Source: an optimization exercise on an open RTL-to-GDS flow (aim: small area, a short achievable clock period and few clock cycles per item). Production flows keep margins and buffers that such runs may drop. Function was checked by simulation only, so behaviour that the tests miss may differ from the original. Power and IR drop assume default switching activity.

==> flow/design.v (excerpt) <==
module rbc #(
    parameter integer N_RX        = 32,
    parameter integer N_TX        = 32,
    parameter [7:0]   ESC_CHAR    = 8'h1B,
    parameter [7:0]   CANCEL_CHAR = 8'h18
) (
    input  wire        clk,
    input  wire        rst,
    input  wire        f_cmd_valid,
    input  wire [15:0] f_cmd,
    output reg         f_cmd_ready,
    output reg         f_rsp_valid,
    output wire [15:0] f_rsp,
    input  wire        a_enter,
    input  wire        a_leave,
    output reg         a_active,
    input  wire        a_cmd_valid,
    input  wire [15:0] a_cmd,
    output wire        a_cmd_ready,
    output reg         a_rsp_valid,
    output wire [15:0] a_rsp,
    input  wire        rx_valid,
    input  wire [7:0]  rx_byte,
    output reg         rx_ready,
    output reg         tx_valid,
    output reg  [7:0]  tx_byte,
    input  wire        tx_ready,
    output reg         cancel_pulse,
    output wire        cancel_pend
);
    localparam [7:0] CR = 8'h0D;
    localparam [7:0] LF = 8'h0A;
    localparam [3:0] OP_NOP = 4'h0, OP_RD = 4'h1, OP_WR = 4'h2, OP_RXPOP = 4'h3,
                     OP_TXPUSH = 4'h4, OP_RXEMPTY = 4'h5, OP_TXFULL = 4'h6,
                     OP_FSTEP = 4'h7, OP_CTLR = 4'h8, OP_CTLS = 4'h9, OP_CTLC = 4'hA,
                     OP_STAT = 4'hB, OP_CACK = 4'hC, OP_PTRR = 4'hD;
    wire [255:0] rx_flat, tx_flat;    
    reg [4:0] rx_head, rx_tail;
    reg [4:0] tx_head, tx_tail;
    reg       tx_ne;                  
    reg escf;
    reg cpend;
    reg rxie, txie, crlf, imask;
    reg [10:0] rsp;
    assign f_rsp = {5'b00000, rsp};
    assign a_rsp = {5'b00000, rsp};
    wire [7:0] ctrl = {4'b0000, imask, crlf, txie, rxie};
    wire rx_empty = (rx_head == rx_tail);
    wire rx_full  = (rx_head + 5'd1 == rx_tail);
    wire tx_full  = (tx_head + 5'd1 == tx_tail);
    wire tx_full2 = (tx_head + 5'd2 == tx_tail);    
    wire tx_last  = (tx_tail + 5'd1 == tx_head);    
    assign a_cmd_ready = a_active;
    wire   accept      = a_active ? a_cmd_valid : f_cmd_valid;
    wire [15:0] w      = a_active ? a_cmd : f_cmd;
    wire   a_open      = a_enter && !a_active && !imask && !f_cmd_valid;
    wire   a_close     = a_leave &&  a_active && !a_cmd_valid;
    wire   rxp_step    = rx_valid && rx_ready;
    wire   txc_step    = tx_valid && tx_ready;
    assign cancel_pend = cpend;
    wire [3:0] op = w[15:12];
  ...
clock: 8.0 ns
lec_check: 0
cap_margin: 20
core_margin: 2
core_utilization: 55
cts_cluster_diameter: 100
cts_cluster_size: 24
place_density: 0.75
setup_slack_margin: 5
slew_margin: 20
standard.sh (not shown) runs the stock make flow with config.mk's settings and CLKGATE_MAP_FILE= SYNTH_SCRIPT=/design/flow/synth_recipe.tcl, a recipe that flattens the netlist after the stock synthesis.
==> flow/flow/run.sh <==
#!/bin/bash
set -euo pipefail
export BUFFER_PORTS_ARGS="-buffer_cell sky130_fd_sc_hd__buf_1"
bash standard.sh > standard_flow.log 2>&1
Testbench counts at the start, summed over its fixed seeds: cycles 77,611, commands 38,712.
Rerun with:
--- a/flow/design.v
+++ b/flow/design.v
@@ -90,30 +90,30 @@
     wire f_cancel = escf && (d == CANCEL_CHAR);
     wire f_none   = !escf && (d == ESC_CHAR);
     wire f_lit    = !f_cancel && !f_none;
     wire crlf_ins = crlf && (d == LF);
     wire push1 = !tx_full && ((go_wr && f_lit) || go_txpush);
     wire push2 = go_wr && crlf_ins && !tx_full && !tx_full2;
     wire [7:0] tx_d1 = (is_wr && crlf_ins) ? CR : d;
-    reg       pw1, pw2;
+    reg       pw1, pw2, byp1, byp2;
     reg [4:0] pw_slot;
     reg [7:0] pw_data;
     always @(posedge clk) begin
         pw1     <= push1;
         pw2     <= push2;
+        byp1    <= push1 && tx_last;
+        byp2    <= push2 && !tx_ne;
         pw_slot <= tx_head;
         pw_data <= tx_d1;
     end
     wire [7:0] tx_d_even = pw_slot[0] ? LF : pw_data;
     wire [7:0] tx_d_odd  = pw_slot[0] ? pw_data : LF;
-    wire [4:0]   tx_tail1 = tx_tail + 5'd1;
     wire [255:0] tx_rot = {tx_flat[7:0], tx_flat[255:8]};
     wire [7:0]   tx_m1  = tx_rot[{tx_tail, 3'b000} +: 8];
-    wire [7:0]   tx_q1  = (pw1 && pw_slot  == tx_tail1) ? pw_data :
-                          (pw2 && pw_slot  == tx_tail)  ? LF : tx_m1;
+    wire [7:0]   tx_q1  = byp1 ? pw_data : byp2 ? LF : tx_m1;
     wire [7:0] rx_q = rx_flat[{rx_tail, 3'b000} +: 8];
     wire [7:0] ptr_sel = (d[1:0] == 2'd0) ? {3'b000, tx_head} :
                          (d[1:0] == 2'd1) ? {3'b000, tx_tail} :
                          (d[1:0] == 2'd2) ? {3'b000, rx_tail} :
                                             {3'b000, rx_head};
     wire [7:0] ptr_val = d[2] ? (ptr_sel ^ (ptr_sel >> 1)) : ptr_sel;
     wire [7:0] status = {4'b0000, cpend, escf, tx_full ? 1'b0 : 1'b1, !rx_empty};
Clock-buffer cell count grows by 1.
Clock skew shrinks by 0.0074 ns.
Combinational power grows by about 6%.
First-iteration DRC count shrinks by 16%.
Worst setup slack got worse by 0.082 ns.
Cell count shrinks by 3.7%.
Flip-flop and latch count grows by 2.
Clock power stays flat.
Maximum frequency shrinks by 2.7%.
Area after synthesis shrinks by 1.8%.
Register-to-register slack got worse by 0.05 ns.
Via count shrinks by 5.5%.
Core utilization grows by 1.7 points.
Power grows by 0.39%.
Testbench counts after the change, summed over its fixed seeds: cycles 77,611, commands 38,712.

rbc again, from the RTL that the note above started with.
export LEC_CHECK = 0
export CAP_MARGIN = 20
export CORE_MARGIN = 2
export CORE_UTILIZATION = 55
export CTS_CLUSTER_DIAMETER = 100
export CTS_CLUSTER_SIZE = 24
export PLACE_DENSITY = 0.75
export SETUP_SLACK_MARGIN = 5
export SLEW_MARGIN = 20
create_clock -name core_clock -period 8.0 [get_ports {clk}]
run.sh (not shown) runs the stock make flow with config.mk's settings and CLKGATE_MAP_FILE= SYNTH_SCRIPT=/design/flow/synth_recipe.tcl, a recipe that flattens the netlist after the stock synthesis.
Stock flow here: none of the scripts above is used.
Testbench counts at the start, summed over its fixed seeds: cycles 77,611, commands 38,712.
==> next run, changes <==
--- a/flow/design.v
+++ b/flow/design.v
@@ -99,56 +99,50 @@
     reg [7:0] pw_data;
     always @(posedge clk) begin
         pw1     <= push1;
         pw2     <= push2;
         pw_slot <= tx_head;
         pw_data <= tx_d1;
     end
     wire [7:0] tx_d_even = pw_slot[0] ? LF : pw_data;
     wire [7:0] tx_d_odd  = pw_slot[0] ? pw_data : LF;
+    wire [4:0] pw_slot1  = pw_slot + 5'd1;
     wire [4:0]   tx_tail1 = tx_tail + 5'd1;
     wire [255:0] tx_rot = {tx_flat[7:0], tx_flat[255:8]};
     wire [7:0]   tx_m1  = tx_rot[{tx_tail, 3'b000} +: 8];
     wire [7:0]   tx_q1  = (pw1 && pw_slot  == tx_tail1) ? pw_data :
-                          (pw2 && pw_slot  == tx_tail)  ? LF : tx_m1;
+                          (pw2 && pw_slot1 == tx_tail1) ? LF : tx_m1;
     wire [7:0] rx_q = rx_flat[{rx_tail, 3'b000} +: 8];
     wire [7:0] ptr_sel = (d[1:0] == 2'd0) ? {3'b000, tx_head} :
                          (d[1:0] == 2'd1) ? {3'b000, tx_tail} :
                          (d[1:0] == 2'd2) ? {3'b000, rx_tail} :
                                             {3'b000, rx_head};
     wire [7:0] ptr_val = d[2] ? (ptr_sel ^ (ptr_sel >> 1)) : ptr_sel;
     wire [7:0] status = {4'b0000, cpend, escf, tx_full ? 1'b0 : 1'b1, !rx_empty};
-    wire l_rd    = z_ok && is_rd && d_z;
-    wire l_push  = z_ok && is_txpush;
-    wire l_rxemp = z_ok && is_rxemp && d_z;
-    wire l_txful = z_ok && is_txful && d_z;
-    wire l_fstep = z_ok && is_fstep;
-    wire l_ctl   = z_ok && ((is_ctlr && d_z) || is_ctls || is_ctlc);
-    wire l_stat  = z_ok && is_stat && d_z;
-    wire l_cack  = z_ok && is_cack && d_z;
-    wire l_ptrr  = z_ok && is_ptrr && (d[7:3] == 5'd0);
-    wire [10:0] rsp_next =
-        {1'b0, !legal, 9'h000} |
-        ({11{l_rd && !rx_empty}}    & {3'b001, rx_q}) |
-        ({11{l_push && !tx_full}}   & 11'h100) |
-        ({11{l_rxemp && rx_empty}}  & 11'h100) |
-        ({11{l_txful && tx_full}}   & 11'h100) |
-        ({11{l_fstep && f_cancel}}  & 11'h400) |
-        ({11{l_fstep && f_lit}}     & {3'b001, d}) |
-        ({11{l_ctl}}                & {3'b001, ctrl}) |
-        ({11{l_stat}}               & {3'b001, status}) |
-        ({11{l_cack && cpend}}      & 11'h100) |
-        ({11{l_ptrr}}               & {3'b001, ptr_val});
+    reg [10:0] rsp_next;
+    always @(*) begin
+        rsp_next = 11'h000;
+        if (!legal) rsp_next = 11'h200;
+        else if (is_rd) rsp_next = rx_empty ? 11'h000 : {3'b001, rx_q};
+        else if (is_txpush) rsp_next = tx_full ? 11'h000 : 11'h100;
+        else if (is_rxemp) rsp_next = {2'b00, rx_empty, 8'h00};
+        else if (is_txful) rsp_next = {2'b00, tx_full, 8'h00};
+        else if (is_fstep) rsp_next = f_cancel ? 11'h400 : f_none ? 11'h000 : {3'b001, d};
+        else if (is_ctlr || is_ctls || is_ctlc) rsp_next = {3'b001, ctrl};
+        else if (is_stat) rsp_next = {3'b001, status};
+        else if (is_cack) rsp_next = {2'b00, cpend, 8'h00};
+        else if (is_ptrr) rsp_next = {3'b001, ptr_val};
+    end
     genvar gi;
     generate
         for (gi = 0; gi < 32; gi = gi + 1) begin : g_slot
             wire tx_we1 = pw1 && (pw_slot == gi);
-            wire tx_we2 = pw2 && (pw_slot == (gi + 31) % 32);    
+            wire tx_we2 = pw2 && (pw_slot1 == gi);
             reg [7:0] tq, rq;
             always @(posedge clk) begin
                 if (tx_we1 || tx_we2) tq <= (gi % 2 == 0) ? tx_d_even : tx_d_odd;
                 if (rxp_step && !rx_full && (rx_head == gi)) rq <= rx_byte;
             end
             assign tx_flat[8*gi +: 8] = tq;
             assign rx_flat[8*gi +: 8] = rq;
         end
     endgenerate
Effect: The new run finished with timing, DRC and antenna clean; worst hold slack gets worse by 0.031 ns; die area hardly moves; design area rose by about 3%; clock-buffer cell count stays the same; combinational power rose by about 9%; synthesized cell count fell by 0.62%; global-route usage came out higher by 0.28 points; power barely changes; maximum frequency came out lower by 5.6%; via count came out higher by 2.5%; sequential cell count does not change; final cell count went up by about 1.4%.
Testbench counts after the change, summed over its fixed seeds: cycles 77,611, commands 38,712.

The RTL this note starts from:
==> flow/design.v <==
module rbc #(
    parameter integer N_RX        = 32,
    parameter integer N_TX        = 32,
    parameter [7:0]   ESC_CHAR    = 8'h1B,
    parameter [7:0]   CANCEL_CHAR = 8'h18
) (
    input  wire        clk,
    input  wire        rst,
    input  wire        f_cmd_valid,
    input  wire [15:0] f_cmd,
    output reg         f_cmd_ready,
    output reg         f_rsp_valid,
    output wire [15:0] f_rsp,
    input  wire        a_enter,
    input  wire        a_leave,
    output reg         a_active,
    input  wire        a_cmd_valid,
    input  wire [15:0] a_cmd,
    output wire        a_cmd_ready,
    output reg         a_rsp_valid,
    output wire [15:0] a_rsp,
    input  wire        rx_valid,
    input  wire [7:0]  rx_byte,
    output reg         rx_ready,
    output reg         tx_valid,
    output reg  [7:0]  tx_byte,
    input  wire        tx_ready,
    output reg         cancel_pulse,
    output wire        cancel_pend
);
    localparam [7:0] CR = 8'h0D;
    localparam [7:0] LF = 8'h0A;
    localparam [3:0] OP_NOP = 4'h0, OP_RD = 4'h1, OP_WR = 4'h2, OP_RXPOP = 4'h3,
                     OP_TXPUSH = 4'h4, OP_RXEMPTY = 4'h5, OP_TXFULL = 4'h6,
                     OP_FSTEP = 4'h7, OP_CTLR = 4'h8, OP_CTLS = 4'h9, OP_CTLC = 4'hA,
                     OP_STAT = 4'hB, OP_CACK = 4'hC, OP_PTRR = 4'hD;
    wire [255:0] rx_flat, tx_flat;    
    reg [4:0] rx_head, rx_tail;
    reg [4:0] tx_head, tx_tail;
    reg       tx_ne;                  
    reg escf;
    reg cpend;
    reg rxie, txie, crlf, imask;
    reg [10:0] rsp;
    assign f_rsp = {5'b00000, rsp};
    assign a_rsp = {5'b00000, rsp};
    wire [7:0] ctrl = {4'b0000, imask, crlf, txie, rxie};
    wire rx_empty = (rx_head == rx_tail);
    wire rx_full  = (rx_head + 5'd1 == rx_tail);
    wire tx_full  = (tx_head + 5'd1 == tx_tail);
    wire tx_full2 = (tx_head + 5'd2 == tx_tail);    
    wire tx_last  = (tx_tail + 5'd1 == tx_head);    
    assign a_cmd_ready = a_active;
    wire   accept      = a_active ? a_cmd_valid : f_cmd_valid;
    wire [15:0] w      = a_active ? a_cmd : f_cmd;
    wire   a_open      = a_enter && !a_active && !imask && !f_cmd_valid;
    wire   a_close     = a_leave &&  a_active && !a_cmd_valid;
    wire   rxp_step    = rx_valid && rx_ready;
    wire   txc_step    = tx_valid && tx_ready;
    assign cancel_pend = cpend;
    wire [3:0] op = w[15:12];
    wire [7:0] d  = w[7:0];
    wire z_ok  = (w[11:8] == 4'h0);
    wire d_z   = (d == 8'h00);
    wire is_nop    = (op == OP_NOP);
    wire is_rd     = (op == OP_RD) || (op == OP_RXPOP);
    wire is_wr     = (op == OP_WR);
    wire is_txpush = (op == OP_TXPUSH);
    wire is_rxemp  = (op == OP_RXEMPTY);
    wire is_txful  = (op == OP_TXFULL);
    wire is_fstep  = (op == OP_FSTEP);
    wire is_ctlr   = (op == OP_CTLR);
    wire is_ctls   = (op == OP_CTLS);
    wire is_ctlc   = (op == OP_CTLC);
    wire is_stat   = (op == OP_STAT);
    wire is_cack   = (op == OP_CACK);
    wire is_ptrr   = (op == OP_PTRR);
    wire no_operand = is_nop || is_rd || is_rxemp || is_txful || is_ctlr || is_stat || is_cack;
    wire legal = z_ok && (op[3:1] != 3'b111) &&
                 !(no_operand && !d_z) && !(is_ptrr && (d[7:3] != 5'd0));
    wire go = accept && legal;
    wire f_cancel = escf && (d == CANCEL_CHAR);
    wire f_none   = !escf && (d == ESC_CHAR);
    wire f_lit    = !f_cancel && !f_none;
    wire crlf_ins = crlf && (d == LF);
    wire push1 = go && !tx_full && ((is_wr && f_lit) || is_txpush);
    wire push2 = go && is_wr && crlf_ins && !tx_full && !tx_full2;
    wire [7:0] tx_d1 = (is_wr && crlf_ins) ? CR : d;
    reg       pw1, pw2;
    reg [4:0] pw_slot;
    reg [7:0] pw_data;
    always @(posedge clk) begin
        pw1     <= push1;
        pw2     <= push2;
        pw_slot <= tx_head;
        pw_data <= tx_d1;
    end
    wire [7:0] tx_d_even = pw_slot[0] ? LF : pw_data;
    wire [7:0] tx_d_odd  = pw_slot[0] ? pw_data : LF;
    wire [4:0] pw_slot1  = pw_slot + 5'd1;
    wire [4:0]   tx_tail1 = tx_tail + 5'd1;
    wire [255:0] tx_rot = {tx_flat[7:0], tx_flat[255:8]};
    wire [7:0]   tx_m1  = tx_rot[{tx_tail, 3'b000} +: 8];
    wire [7:0]   tx_q1  = (pw1 && pw_slot  == tx_tail1) ? pw_data :
                          (pw2 && pw_slot1 == tx_tail1) ? LF : tx_m1;
    wire [7:0] rx_q = rx_flat[{rx_tail, 3'b000} +: 8];
    wire [7:0] ptr_sel = (d[1:0] == 2'd0) ? {3'b000, tx_head} :
                         (d[1:0] == 2'd1) ? {3'b000, tx_tail} :
                         (d[1:0] == 2'd2) ? {3'b000, rx_tail} :
                                            {3'b000, rx_head};
    wire [7:0] ptr_val = d[2] ? (ptr_sel ^ (ptr_sel >> 1)) : ptr_sel;
    wire [7:0] status = {4'b0000, cpend, escf, tx_full ? 1'b0 : 1'b1, !rx_empty};
    reg [10:0] rsp_next;
    always @(*) begin
        rsp_next = 11'h000;
        if (!legal) rsp_next = 11'h200;
        else if (is_rd) rsp_next = rx_empty ? 11'h000 : {3'b001, rx_q};
        else if (is_txpush) rsp_next = tx_full ? 11'h000 : 11'h100;
        else if (is_rxemp) rsp_next = {2'b00, rx_empty, 8'h00};
        else if (is_txful) rsp_next = {2'b00, tx_full, 8'h00};
        else if (is_fstep) rsp_next = f_cancel ? 11'h400 : f_none ? 11'h000 : {3'b001, d};
        else if (is_ctlr || is_ctls || is_ctlc) rsp_next = {3'b001, ctrl};
        else if (is_stat) rsp_next = {3'b001, status};
        else if (is_cack) rsp_next = {2'b00, cpend, 8'h00};
        else if (is_ptrr) rsp_next = {3'b001, ptr_val};
    end
    genvar gi;
    generate
        for (gi = 0; gi < 32; gi = gi + 1) begin : g_slot
            wire tx_we1 = pw1 && (pw_slot == gi);
            wire tx_we2 = pw2 && (pw_slot1 == gi);
            reg [7:0] tq, rq;
            always @(posedge clk) begin
                if (tx_we1 || tx_we2) tq <= (gi % 2 == 0) ? tx_d_even : tx_d_odd;
                if (rxp_step && !rx_full && (rx_head == gi)) rq <= rx_byte;
            end
            assign tx_flat[8*gi +: 8] = tq;
            assign rx_flat[8*gi +: 8] = rq;
        end
    endgenerate
    wire a_active_n = a_open ? 1'b1 : a_close ? 1'b0 : a_active;
    reg [3:0] ctrl_n;     
    always @(*) begin
        ctrl_n = {imask, crlf, txie | (push1 && is_wr), rxie};
        if (go && is_ctls) ctrl_n = ctrl[3:0] | d[3:0];
        if (go && is_ctlc) ctrl_n = ctrl[3:0] & ~d[3:0];
    end
    wire tx_ne_n = push1 || (tx_ne && !(txc_step && tx_last));
    always @(posedge clk) begin
        if (rst) begin
            rx_head <= 5'd0; rx_tail <= 5'd0;
            tx_head <= 5'd0; tx_tail <= 5'd0;
            tx_ne <= 1'b0;
            escf <= 1'b0; cpend <= 1'b0;
            rxie <= 1'b0; txie <= 1'b0; crlf <= 1'b1; imask <= 1'b0;
            a_active <= 1'b0; f_cmd_ready <= 1'b1;
            rx_ready <= 1'b0; tx_valid <= 1'b0;
            f_rsp_valid <= 1'b0; a_rsp_valid <= 1'b0;
            cancel_pulse <= 1'b0;
        end else begin
            f_rsp_valid  <= accept && !a_active;
            a_rsp_valid  <= accept &&  a_active;
            cancel_pulse <= go && (is_wr || is_fstep) && f_cancel;
            a_active    <= a_active_n;
            f_cmd_ready <= !a_active_n;
            {imask, crlf, txie, rxie} <= ctrl_n;
            rx_ready <= !a_active_n && !ctrl_n[3] && ctrl_n[0];
            tx_valid <= !a_active_n && !ctrl_n[3] && ctrl_n[1] && tx_ne_n;
            tx_ne    <= tx_ne_n;
            if (rxp_step && !rx_full) rx_head <= rx_head + 5'd1;
            if (txc_step) tx_tail <= tx_tail + 5'd1;
            if (go && is_rd && !rx_empty) rx_tail <= rx_tail + 5'd1;
            if (push2) tx_head <= tx_head + 5'd2;
            else if (push1) tx_head <= tx_head + 5'd1;
            if (go && (is_wr || is_fstep)) begin
                escf <= f_none;
                if (f_cancel) cpend <= 1'b1;
            end
            if (go && is_cack) cpend <= 1'b0;
        end
    end
    always @(posedge clk) begin
        if (push1 && (!tx_ne || (txc_step && tx_last))) tx_byte <= tx_d1;
        else if (txc_step) tx_byte <= tx_q1;
    end
    always @(posedge clk) rsp <= rsp_next;
endmodule
export LEC_CHECK = 0
export CAP_MARGIN = 20
export CORE_MARGIN = 2
export CORE_UTILIZATION = 40
export PLACE_DENSITY = 0.6
export SETUP_SLACK_MARGIN = 5
export SLEW_MARGIN = 20
create_clock -name core_clock -period 8.0 [get_ports {clk}]
Testbench counts at the start, summed over its fixed seeds: cycles 77,611, commands 38,712.
==> next run, changes <==
--- a/flow/design.v
+++ b/flow/design.v
@@ -86,23 +86,11 @@
     wire push1 = go && !tx_full && ((is_wr && f_lit) || is_txpush);
     wire push2 = go && is_wr && crlf_ins && !tx_full && !tx_full2;
     wire [7:0] tx_d1 = (is_wr && crlf_ins) ? CR : d;
-    reg       pw1, pw2;
-    reg [4:0] pw_slot;
-    reg [7:0] pw_data;
-    always @(posedge clk) begin
-        pw1     <= push1;
-        pw2     <= push2;
-        pw_slot <= tx_head;
-        pw_data <= tx_d1;
-    end
-    wire [7:0] tx_d_even = pw_slot[0] ? LF : pw_data;
-    wire [7:0] tx_d_odd  = pw_slot[0] ? pw_data : LF;
-    wire [4:0] pw_slot1  = pw_slot + 5'd1;
-    wire [4:0]   tx_tail1 = tx_tail + 5'd1;
+    wire [7:0] tx_d_even = tx_head[0] ? LF : tx_d1;
+    wire [7:0] tx_d_odd  = tx_head[0] ? tx_d1 : LF;
+    wire [4:0] tx_head1  = tx_head + 5'd1;
     wire [255:0] tx_rot = {tx_flat[7:0], tx_flat[255:8]};
-    wire [7:0]   tx_m1  = tx_rot[{tx_tail, 3'b000} +: 8];
-    wire [7:0]   tx_q1  = (pw1 && pw_slot  == tx_tail1) ? pw_data :
-                          (pw2 && pw_slot1 == tx_tail1) ? LF : tx_m1;
+    wire [7:0]   tx_q1  = tx_rot[{tx_tail, 3'b000} +: 8];
     wire [7:0] rx_q = rx_flat[{rx_tail, 3'b000} +: 8];
     wire [7:0] ptr_sel = (d[1:0] == 2'd0) ? {3'b000, tx_head} :
                          (d[1:0] == 2'd1) ? {3'b000, tx_tail} :
@@ -127,8 +115,8 @@
     genvar gi;
     generate
         for (gi = 0; gi < 32; gi = gi + 1) begin : g_slot
-            wire tx_we1 = pw1 && (pw_slot == gi);
-            wire tx_we2 = pw2 && (pw_slot1 == gi);
+            wire tx_we1 = push1 && (tx_head == gi);
+            wire tx_we2 = push2 && (tx_head1 == gi);
             reg [7:0] tq, rq;
             always @(posedge clk) begin
                 if (tx_we1 || tx_we2) tq <= (gi % 2 == 0) ? tx_d_even : tx_d_odd;
After rerunning:
- total power decreases slightly
- sequential power decreases by a few percent
- core utilization increases by 1.7 points
- worst setup slack got worse by 590 ps
- final area increases slightly
- first-iteration DRC count decreases by roughly a tenth
- synthesized cell count decreases by a few percent
- count of clock-buffer cells in the layout increases by 1
- sequential cell count decreases by 15
- final cell count decreases by a few percent
- clock power decreases slightly
Testbench counts after the change, summed over its fixed seeds: cycles 77,611, commands 38,712.

-- what the ideal ports hide --
The results above use ideal ports. As a check the final layouts listed here were re-extracted and re-timed, cells and wires unchanged.
Step 1 (the two cells are an assumption about what drives the block):
set clk [get_ports {clk}]
set_driving_cell -lib_cell sky130_fd_sc_hd__clkbuf_16 $clk
set_driving_cell -lib_cell sky130_fd_sc_hd__buf_2 [delete_from_list [all_inputs] $clk]
Step 2 moves the port delays by t, midway between the first and last clock arrival at a register: inputs arrive t later, outputs are due t later. That takes back most of the time a late clock gives input paths.
Slacks: no drivers / after step 1 / after step 2; pairs: no drivers / after step 1.
| run | t, ns | setup WS [ns] | worst hold slack (ns) | worst setup path after step 2 | pins driven straight from the clock port |
|---|---|---|---|---|---|
| the first run of note 1 | 0.645 | 5.036 / 5.074 / 4.429 | 0.488 / 0.488 / 0.488 | input to register | 1 |
| the second run of note 1 | 0.647 | 4.954 / 4.965 / 4.341 | 0.492 / 0.492 / 0.492 | input to register | 1 |
| the first run of note 2 | 0.649 | 5.037 / 5.034 / 4.419 | 0.523 / 0.523 / 0.523 | input to register | 1 |
| the second run of note 2 | 0.647 | 4.861 / 4.885 / 4.239 | 0.492 / 0.492 / 0.492 | input to register | 1 |
| the first run of note 3 | 0.676 | 4.915 / 4.930 / 4.253 | 0.539 / 0.539 / 0.539 | input to register | 1 |
| the second run of note 3 | 0.671 | 4.327 / 4.347 / 3.675 | 0.480 / 0.480 / 0.480 | input to register | 1 |
After both steps setup and hold are still met in every run listed. The setup slack of the first run of note 3, which loses most, moves by +0.015 ns with the drivers and by -0.662 ns with both steps.
